Background: an optimization exercise with open tools, aiming at a short achievable clock period and few clock cycles. Do not read the settings as production practice.
RTL that was checked went through simulation tests only; none was proved equivalent to the original.
Power figures rest on the tool's default switching activity, not on a simulated workload.

==> v37 <==
Design pentaur_core, start of the top module:
module pentaur_core (
    input  wire        clk,
    input  wire        rst,
    input  wire [31:0] prog_len,
    output wire [31:0] imem_addr,
    input  wire [95:0] imem_rdata,
    output reg         dmem_en,
    output reg         dmem_we,
    output reg  [16:0] dmem_addr,
    output reg  [31:0] dmem_wdata,
    input  wire [31:0] dmem_rdata,
    output reg         io_en,
    output reg         io_we,
    output reg  [31:0] io_addr,
    output reg  [31:0] io_wdata,
    input  wire [31:0] io_rdata,
    output wire        halted,
    output wire [2:0]  err,
    output wire [31:0] halt_pc,
    output wire [3:0]  flags
);
clock: 10.0 ns
lec_check: 0
abc_clock_period_in_ps: 2500
cap_margin: 20
core_margin: 2
core_utilization: 40
place_density: 0.6
setup_slack_margin: 5
slew_margin: 20
run.sh (not shown) runs the stock make flow with config.mk's settings and CLKGATE_MAP_FILE= SYNTH_SCRIPT=/design/flow/synth_recipe.tcl, a recipe that flattens the netlist after the stock synthesis.
==> v17 (differences from v37) <==
--- a/flow/design.v
+++ b/flow/design.v
@@ -28,19 +28,18 @@
                OP_OUT    = 5'd20, OP_JMP    = 5'd21, OP_JE   = 5'd22, OP_JNE  = 5'd23,
                OP_JG     = 5'd24, OP_JL     = 5'd25;
     localparam E_NONE = 3'd0, E_ADDR = 3'd1, E_DEST = 3'd2, E_SEG = 3'd3,
                E_SRC  = 3'd4, E_OP   = 3'd5;
     integer i;
-    localparam PW = 96 + 37;
+    localparam PW = 96 + 36;
     localparam K_WRR = 96, K_MSEG = 97, K_LOAD = 98, K_STORE = 99, K_PUSH = 100,
                K_POP = 101, K_IN = 102, K_OUT = 103, K_JMP = 104, K_JE = 105,
                K_JNE = 106, K_JG = 107, K_JL = 108, K_R1 = 109, K_R2 = 110,
                K_FL = 111, K_BONE = 112, K_MDS = 113, K_MSS = 114,
                K_PRE = 115,             
                K_POST = 118,            
-               K_C = 121,               
-               K_LDST = 132;
+               K_C = 121;               
     function automatic [PW-1:0] predecode(input [95:0] w);
         reg [4:0] op;
         reg [3:0] dest;
         reg       use1, use2, r1, r2, wrr, alu, fsrc;
         begin
@@ -57,11 +56,10 @@
             predecode[95:0]    = w;
             predecode[K_WRR]   = wrr;
             predecode[K_MSEG]  = op == OP_MOVSEG;
             predecode[K_LOAD]  = op == OP_LOAD;
             predecode[K_STORE] = op == OP_STORE;
-            predecode[K_LDST]  = op == OP_LOAD || op == OP_STORE;
             predecode[K_PUSH]  = op == OP_PUSH;
             predecode[K_POP]   = op == OP_POP;
             predecode[K_IN]    = op == OP_IN;
             predecode[K_OUT]   = op == OP_OUT;
             predecode[K_JMP]   = op == OP_JMP;
@@ -86,40 +84,10 @@
                 op == OP_SUB || op == OP_DEC || op == OP_CMP,
                 op == OP_AND, op == OP_OR, op == OP_XOR, op == OP_NOT,
                 op == OP_SHL, op == OP_SHR, op == OP_ROL, op == OP_ROR};
         end
     endfunction
-    function automatic gt32(input [31:0] a, input [31:0] b);
-        reg [31:0] g, e;
-        integer k, n;
-        begin
-            g = a & ~b;
-            e = ~(a ^ b);
-            for (n = 1; n < 32; n = n * 2)
-                for (k = 0; k < 32; k = k + 2 * n) begin
-                    g[k] = g[k + n] | (e[k + n] & g[k]);
-                    e[k] = e[k + n] & e[k];
-                end
-            gt32 = g[0];
-        end
-    endfunction
-    function automatic [32:0] ks_add(input [31:0] a, input [31:0] b, input cin);
-        reg [31:0] g, p, x;
-        integer k, n;
-        begin
-            x = a ^ b;
-            g = a & b;
-            p = x;
-            g[0] = g[0] | (p[0] & cin);
-            for (n = 1; n < 32; n = n * 2)
-                for (k = 31; k >= n; k = k - 1) begin
-                    g[k] = g[k] | (p[k] & g[k - n]);
-                    p[k] = p[k] & p[k - n];
-                end
-            ks_add = {g[31], x ^ {g[30:0], cin}};
-        end
-    endfunction
     reg [31:0] rf [0:8];         
     reg [31:0] ds, ss, ssm1;     
     reg        zf_q, sf_q, cf_q, of_q;
     reg        zf_pend;          
     reg [31:0] r_q;
@@ -149,22 +117,21 @@
     reg [3:0]  e_dst;
     reg [8:0]  e_wm;             
     reg [31:0] e_a, e_b;         
     reg [31:0] e_r;              
     reg [4:0]  e_sh;             
-    reg        c_log, c_add, c_sub, c_shl, c_shr, c_rol, c_ror;
-    reg [3:0]  e_t;              
+    reg        c_mov, c_add, c_sub, c_and, c_or, c_xor, c_not, c_shl, c_shr, c_rol, c_ror;
     reg        e_ld;             
     reg [3:0]  e_ldst;
     reg [8:0]  e_lm;
     reg        e_lio;
     reg        m_ld;
     reg [3:0]  m_ldst;
     reg [8:0]  m_lm;
     reg        m_lio;
-    wire [32:0] sum  = ks_add(e_a, e_b, 1'b0);
-    wire [32:0] dif  = ks_add(e_a, ~e_b, 1'b1);       
+    wire [32:0] sum  = {1'b0, e_a} + {1'b0, e_b};
+    wire [32:0] diff = {1'b0, e_a} - {1'b0, e_b};
     wire [31:0] rl0 = e_sh[0] ? {e_r[30:0], e_r[31]}    : e_r;
     wire [31:0] rl1 = e_sh[1] ? {rl0[29:0], rl0[31:30]} : rl0;
     wire [31:0] rl2 = e_sh[2] ? {rl1[27:0], rl1[31:28]} : rl1;
     wire [31:0] rl3 = e_sh[3] ? {rl2[23:0], rl2[31:24]} : rl2;
     wire [31:0] rol = e_sh[4] ? {rl3[15:0], rl3[31:16]} : rl3;
@@ -172,28 +139,37 @@
     wire [31:0] rr1 = e_sh[1] ? {rr0[1:0],  rr0[31:2]}  : rr0;
     wire [31:0] rr2 = e_sh[2] ? {rr1[3:0],  rr1[31:4]}  : rr1;
     wire [31:0] rr3 = e_sh[3] ? {rr2[7:0],  rr2[31:8]}  : rr2;
     wire [31:0] ror = e_sh[4] ? {rr3[15:0], rr3[31:16]} : rr3;
     wire        e_big = |e_b[31:5];    
-    wire [31:0] ml = {32{c_rol}} | ({32{c_shl & ~e_big}} & ({32{1'b1}} << e_sh));
-    wire [31:0] mr = {32{c_ror}} | ({32{c_shr & ~e_big}} & ({32{1'b1}} >> e_sh));
-    wire [31:0] lu = (e_a & e_b & {32{e_t[3]}}) | (e_a & ~e_b & {32{e_t[2]}})
-                   | (~e_a & e_b & {32{e_t[1]}}) | (~e_a & ~e_b & {32{e_t[0]}});
-    wire [31:0] res = lu
+    wire [31:0] mskl = {32{1'b1}} << e_sh;
+    wire [31:0] mskr = {32{1'b1}} >> e_sh;
+    wire [31:0] shl  = rol & mskl & {32{~e_big}};
+    wire [31:0] shr  = ror & mskr & {32{~e_big}};
+    wire [31:0] res = ({32{c_mov}} & e_a)
                     | ({32{c_add}} & sum[31:0])
-                    | ({32{c_sub}} & dif[31:0])
-                    | (rol & ml)
-                    | (ror & mr);
+                    | ({32{c_sub}} & diff[31:0])
+                    | ({32{c_and}} & (e_a & e_b))
+                    | ({32{c_or }} & (e_a | e_b))
+                    | ({32{c_xor}} & (e_a ^ e_b))
+                    | ({32{c_not}} & ~e_a)
+                    | ({32{c_shl}} & shl)
+                    | ({32{c_shr}} & shr)
+                    | ({32{c_rol}} & rol)
+                    | ({32{c_ror}} & ror);
+    wire z_a   = (e_a == 32'd0);
     wire z_eq  = (e_a == e_b);
     wire z_sum = ((e_a ^ e_b) ^ {(e_a[30:0] | e_b[30:0]), 1'b0}) == 32'd0;
-    wire f_zf  = (c_log & (lu == 32'd0)) | (c_add & z_sum) | (c_sub & z_eq)
+    wire f_zf  = (c_mov & z_a) | (c_add & z_sum) | (c_sub & z_eq)
+               | (c_and & ((e_a & e_b) == 32'd0)) | (c_or & ((e_a | e_b) == 32'd0))
+               | (c_xor & z_eq) | (c_not & (e_a == 32'hFFFFFFFF))
                | ((c_rol | c_ror) & (e_r == 32'd0));
     wire f_cfq = (c_shl & e_r[31]) | (c_shr & e_r[0]);
-    wire f_cf  = (c_add & sum[32]) | (c_sub & ~dif[32]) | f_cfq
+    wire f_cf  = (c_add & sum[32]) | (c_sub & diff[32]) | f_cfq
                | (c_rol & rol[0]) | (c_ror & ror[0]);
-    wire f_of  = (c_add & (e_a[31] == e_b[31]) & (sum[31] != e_a[31]))
-               | (c_sub & (e_a[31] != e_b[31]) & (dif[31] != e_a[31]));
+    wire f_of  = (c_add & (e_a[31] == e_b[31]) & (sum[31]  != e_a[31]))
+               | (c_sub & (e_a[31] != e_b[31]) & (diff[31] != e_a[31]));
     wire e_shift = c_shl | c_shr;
     wire [3:0]  dest   = ir_d[8:5];
     wire        s1_imm = ir_d[9];
     wire [3:0]  s1_reg = ir_d[13:10];
     wire        s2_imm = ir_d[14];
@@ -208,11 +184,10 @@
     wire d_alu   = ir_d[K_FL],   d_bone = ir_d[K_BONE];
     wire [2:0]  pre_err  = ir_d[K_PRE+2:K_PRE];
     wire [2:0]  post_err = ir_d[K_POST+2:K_POST];
     wire [10:0] d_c      = ir_d[K_C+10:K_C];
     wire d_sp    = d_push | d_pop;
-    wire d_ldst  = ir_d[K_LDST];
     wire d_mem   = d_load | d_store | d_push | d_pop;
     wire pre_ok  = pre_err == E_NONE;
     wire post_ok = post_err == E_NONE;
     wire d_shift = d_c[3] | d_c[2];
     wire l1 = e_ld && e_ldst == s1_reg, l2 = e_ld && e_ldst == s2_reg;
@@ -230,18 +205,14 @@
     wire se1 = !s1_imm && e_wr && e_dst == s1_reg, se2 = !s2_imm && e_wr && e_dst == s2_reg;
     wire sm1 = !s1_imm && m_ld && m_ldst == s1_reg, sm2 = !s2_imm && m_ld && m_ldst == s2_reg;
     wire [31:0] v1 = se1 ? res : sm1 ? ldata : b1;
     wire [31:0] v2 = se2 ? res : sm2 ? ldata : b2;
     wire [31:0] sp    = rf[8];
-    wire [31:0] abase = ({32{d_push}} & ssm1) | ({32{d_pop}} & ss) | ({32{d_ldst}} & ds);
-    wire [31:0] aoff  = ({32{d_sp}} & sp) | ({32{d_ldst}} & imm2);
-    wire [17:0] alo   = {1'b0, abase[16:0]} + {1'b0, aoff[16:0]};
-    wire [14:0] ah    = abase[31:17], bh = aoff[31:17];
-    wire [14:0] hx    = ah ^ bh;
-    wire        hz    = (hx[14:1] == (ah[13:0] | bh[13:0]));
-    wire        a_ok  = hz & (hx[0] == alo[17]);
-    wire [16:0] addr  = alo[16:0];
+    wire [31:0] abase = d_push ? ssm1 : d_pop ? ss : ds;
+    wire [31:0] aoff  = d_sp ? sp : imm2;
+    wire [31:0] addr  = abase + aoff;
+    wire        a_ok  = addr[31:17] == 15'd0;
     wire [2:0] d_err = end_d ? E_NONE :
                        !pre_ok ? pre_err :
                        (d_mem & ~a_ok) ? E_ADDR : post_err;
     wire go     = run & v_d & ~stall;                     
     wire g_n    = go & ~end_d;
@@ -254,11 +225,11 @@
     wire misp = g_n & (take != pr_d);
     wire [PW-1:0] pd_i  = predecode(imem_rdata);
     wire [4:0]  op_i    = imem_rdata[4:0];
     wire [31:0] imm2_i  = imem_rdata[95:64];
     wire        pt_i    = v_i & ~bh_i & ((op_i == OP_JMP) |
-                          ((op_i >= OP_JE) & (op_i <= OP_JL) & ~gt32(imm2_i, pc_i)));
+                          ((op_i >= OP_JE) & (op_i <= OP_JL) & (imm2_i <= pc_i)));
     wire        redir_i = run & pt_i & ~misp;
     wire adv_d = ~v_d | ~stall;
     wire kill  = misp | ~run;
     wire nv_s  = ~kill & (adv_d ? (v_s & v_i) : (v_s | v_i));
     wire fetch = run & ~nv_s;
@@ -297,23 +268,15 @@
         e_lio  <= d_in;
         e_a    <= v1;
         e_b    <= d_bone ? 32'd1 : v2;
         e_r    <= d_shift | d_c[1] | d_c[0] ? v1 : 32'd0;
         e_sh   <= d_bone ? 5'd0 : v2[4:0];
-        c_log  <= d_c[10] | d_c[7] | d_c[6] | d_c[5] | d_c[4];
-        c_add  <= d_c[9];
-        c_sub  <= d_c[8];
-        c_shl  <= d_c[3];
-        c_shr  <= d_c[2];
-        c_rol  <= d_c[1];
-        c_ror  <= d_c[0];
-        e_t    <= ({4{d_c[10]}} & 4'b1100) | ({4{d_c[7]}} & 4'b1000) | ({4{d_c[6]}} & 4'b1110)
-                | ({4{d_c[5]}} & 4'b0110) | ({4{d_c[4]}} & 4'b0011);
+        {c_mov, c_add, c_sub, c_and, c_or, c_xor, c_not, c_shl, c_shr, c_rol, c_ror} <= d_c;
         m_ldst <= e_ldst;
         m_lio  <= e_lio;
         dmem_we    <= d_store | d_push;
-        dmem_addr  <= addr;
+        dmem_addr  <= addr[16:0];
         dmem_wdata <= v1;
         io_we      <= d_out;
         io_addr    <= imm2;
         io_wdata   <= v1;
         if (rst) begin
==> comparison table <==
Tapcells inserted: v17 2218; v37 2204
Area of the mapped netlist: v17 68600 µm²; v37 67200 µm²
Total internal power: v17 8.68 mW; v37 8.96 mW
Number of cells upsized or downsized after cts: v17 25; v37 29
Post-route cell area: v17 78700 µm²; v37 77600 µm²
Wire length of the first global-routing pass: v17 431000 µm; v37 431000 µm
Crit-path slowest cell: v17 sky130_fd_sc_hd__o31ai_1; v37 sky130_fd_sc_hd__or4_1
Crit path capture: v17 e_r[29]; v37 pc_f[22]
Startpoint of the most critical setup path: v17 e_a[20]; v37 e_b[6]
Clock latency at the later pin of the worst-skew pair: v17 810 ps; v37 790 ps
Simple-gate share of the synthesized area: v17 15.1%; v37 14.9%
Vias per cell: v17 6.38; v37 6.40
Count of standard-cell rows: v17 151; v37 150
Routed wire length: v17 304000 µm; v37 307000 µm
Multi-input logic portion of the cell area: v17 47.4%; v37 46.6%
Run status: v17 complete, no violations; v37 complete, no violations
Placed cells: v17 9717; v37 9550
Data required time of the critical path: v17 10640 ps; v37 10680 ps
Critical path arrival: v17 5680 ps; v37 5590 ps
Final sequential cell count: v17 1213; v37 1215
Clock Power: v17 5.07 mW; v37 5.15 mW
Testbench counts of v37, summed over its fixed seeds: cycles 42,140.
Only the layout flow was run in v17; the RTL was not checked for function there.

---

==> maple <==
Another version of the RTL of pentaur_core (not shown whole).
==> flow/design.v (excerpt) <==
module pentaur_core (
    input  wire        clk,
    input  wire        rst,
    input  wire [31:0] prog_len,
    output wire [31:0] imem_addr,
    input  wire [95:0] imem_rdata,
    output reg         dmem_en,
    output reg         dmem_we,
    output reg  [16:0] dmem_addr,
    output reg  [31:0] dmem_wdata,
    input  wire [31:0] dmem_rdata,
    output reg         io_en,
    output reg         io_we,
    output reg  [31:0] io_addr,
    output reg  [31:0] io_wdata,
    input  wire [31:0] io_rdata,
    output wire        halted,
    output wire [2:0]  err,
    output wire [31:0] halt_pc,
    output wire [3:0]  flags
);
    localparam OP_MOV    = 5'd0,  OP_MOVSEG = 5'd1,  OP_ADD  = 5'd2,  OP_SUB  = 5'd3,
               OP_AND    = 5'd4,  OP_OR     = 5'd5,  OP_XOR  = 5'd6,  OP_NOT  = 5'd7,
               OP_SHL    = 5'd8,  OP_SHR    = 5'd9,  OP_ROL  = 5'd10, OP_ROR  = 5'd11,
               OP_INC    = 5'd12, OP_DEC    = 5'd13, OP_CMP  = 5'd14, OP_LOAD = 5'd15,
               OP_STORE  = 5'd16, OP_PUSH   = 5'd17, OP_POP  = 5'd18, OP_IN   = 5'd19,
               OP_OUT    = 5'd20, OP_JMP    = 5'd21, OP_JE   = 5'd22, OP_JNE  = 5'd23,
               OP_JG     = 5'd24, OP_JL     = 5'd25;
    localparam E_NONE = 3'd0, E_ADDR = 3'd1, E_DEST = 3'd2, E_SEG = 3'd3,
               E_SRC  = 3'd4, E_OP   = 3'd5;
    integer i, j;
    localparam PW = 96 + 55;
    localparam K_WRR = 96, K_MSEG = 97, K_LOAD = 98, K_STORE = 99, K_PUSH = 100,
               K_POP = 101, K_IN = 102, K_OUT = 103, K_JMP = 104, K_JE = 105,
               K_JNE = 106, K_JG = 107, K_JL = 108, K_R1 = 109, K_R2 = 110,
               K_FL = 111, K_BONE = 112, K_MDS = 113, K_MSS = 114,
               K_PRE = 115,             
               K_POST = 118,            
               K_C = 121,               
               K_LDST = 132,
               K_S1 = 133,              
               K_S2 = 142;              
    function automatic [PW-1:0] predecode(input [95:0] w);
        reg [4:0] op;
        reg [3:0] dest;
        reg       use1, use2, r1, r2, wrr, alu, fsrc;
        integer   k;
        begin
            op   = w[4:0];
            dest = w[8:5];
  ...
export LEC_CHECK = 0
export ABC_CLOCK_PERIOD_IN_PS = 2500
export CAP_MARGIN = 20
export CORE_MARGIN = 2
export CORE_UTILIZATION = 50
export CTS_CLUSTER_DIAMETER = 100
export CTS_CLUSTER_SIZE = 25
export PLACE_DENSITY = 0.65
export SLEW_MARGIN = 20
create_clock -name core_clock -period 10.0 [get_ports {clk}]
standard.sh (not shown) runs the stock make flow with config.mk's settings and CLKGATE_MAP_FILE= SYNTH_SCRIPT=/design/flow/synth_recipe.tcl, a recipe that flattens the netlist after the stock synthesis.
==> flow/flow/run.sh <==
#!/bin/bash
set -euo pipefail
export SETUP_SLACK_MARGIN=7
bash standard.sh > standard.log 2>&1
==> inputs of willow, as changes to maple <==
CORE_UTILIZATION = 40   (was 50)
PLACE_DENSITY = 0.6   (was 0.65)
==> results.yml <==
worst_setup_path:
  r2r_setup_slack_ns: 6.70
power_and_ir_drop:
  seqPwrFrac_pct: 54.4
  static-leakage-power_nw: 34.0
  powerSeq_mw: 6.59
placed_design:
  pre_cts_slack_ns: 4.62
layout:
  multi_input_area_share_pct: 44.7
  fin_util_pct: 49.2
  clock_buffers: 109
sta:
  post-route-min-period_ns: 3.41
  whs_ns: 0.388
  worstMarginPinSlew_ns: 1.20
  skew_ns: 0.0767
run_status:
  outcome: "finished clean"
clock_tree:
  clk_pin_slew_worst_paths_ns: 0.11
routing:
  met2_length_mm: 134
  drt-total-wl_mm: 321
-- figures above: willow

==> results.yml <==
sta:
  post-route-min-period_ns: 3.36
  whs_ns: 0.336
  skew_ns: 0.0619
  worstMarginPinSlew_ns: 1.05
layout:
  multi_input_area_share_pct: 44.9
  clock_buffers: 106
  fin_util_pct: 61.3
run_status:
  outcome: "finished clean"
worst_setup_path:
  r2r_setup_slack_ns: 6.76
power_and_ir_drop:
  seqPwrFrac_pct: 55.0
  static-leakage-power_nw: 34.1
routing:
  met2_length_mm: 132
  drt-total-wl_mm: 316
placed_design:
  pre_cts_slack_ns: 4.62
-- figures above: maple

Testbench counts of maple, summed over its fixed seeds: cycles 43,680.
Testbench counts of willow, summed over its fixed seeds: cycles 43,680.

[port drivers added, routing unchanged]
How much do the figures lean on ideal ports? The routed layouts below were timed once more, with nothing changed but the port constraints.
Step 1, drivers: a clkbuf_16 drives clk and a buf_2 each remaining input, both assumed.
Step 2 adds t to the input delays and takes it off the output delays; t is the mean of the earliest and latest rising clock arrival at the registers after step 1. Input paths then give back, and output paths get back, about the clock's delay inside the block.
Slacks: ideal ports / drivers / drivers and shift; pairs: ideal ports / drivers.
run	shift t [ns]	setup WS [ns]	hold WS [ns]	worst setup path at the end
v37	0.855	5.093 / 5.093 / 4.356	0.328 / 0.328 / 0.328	input to register
v17	0.885	4.952 / 4.952 / 4.281	0.330 / 0.330 / 0.330	input to register
maple	0.822	6.644 / 6.562 / 6.072	0.336 / 0.336 / 0.336	input to register
willow	0.844	6.593 / 6.506 / 6.139	0.388 / 0.388 / 0.388	input to register
After both steps every run listed still meets setup and hold. The setup slack of v37, which loses most, moves by 0.000 ns with the drivers and by -0.737 ns with both steps.
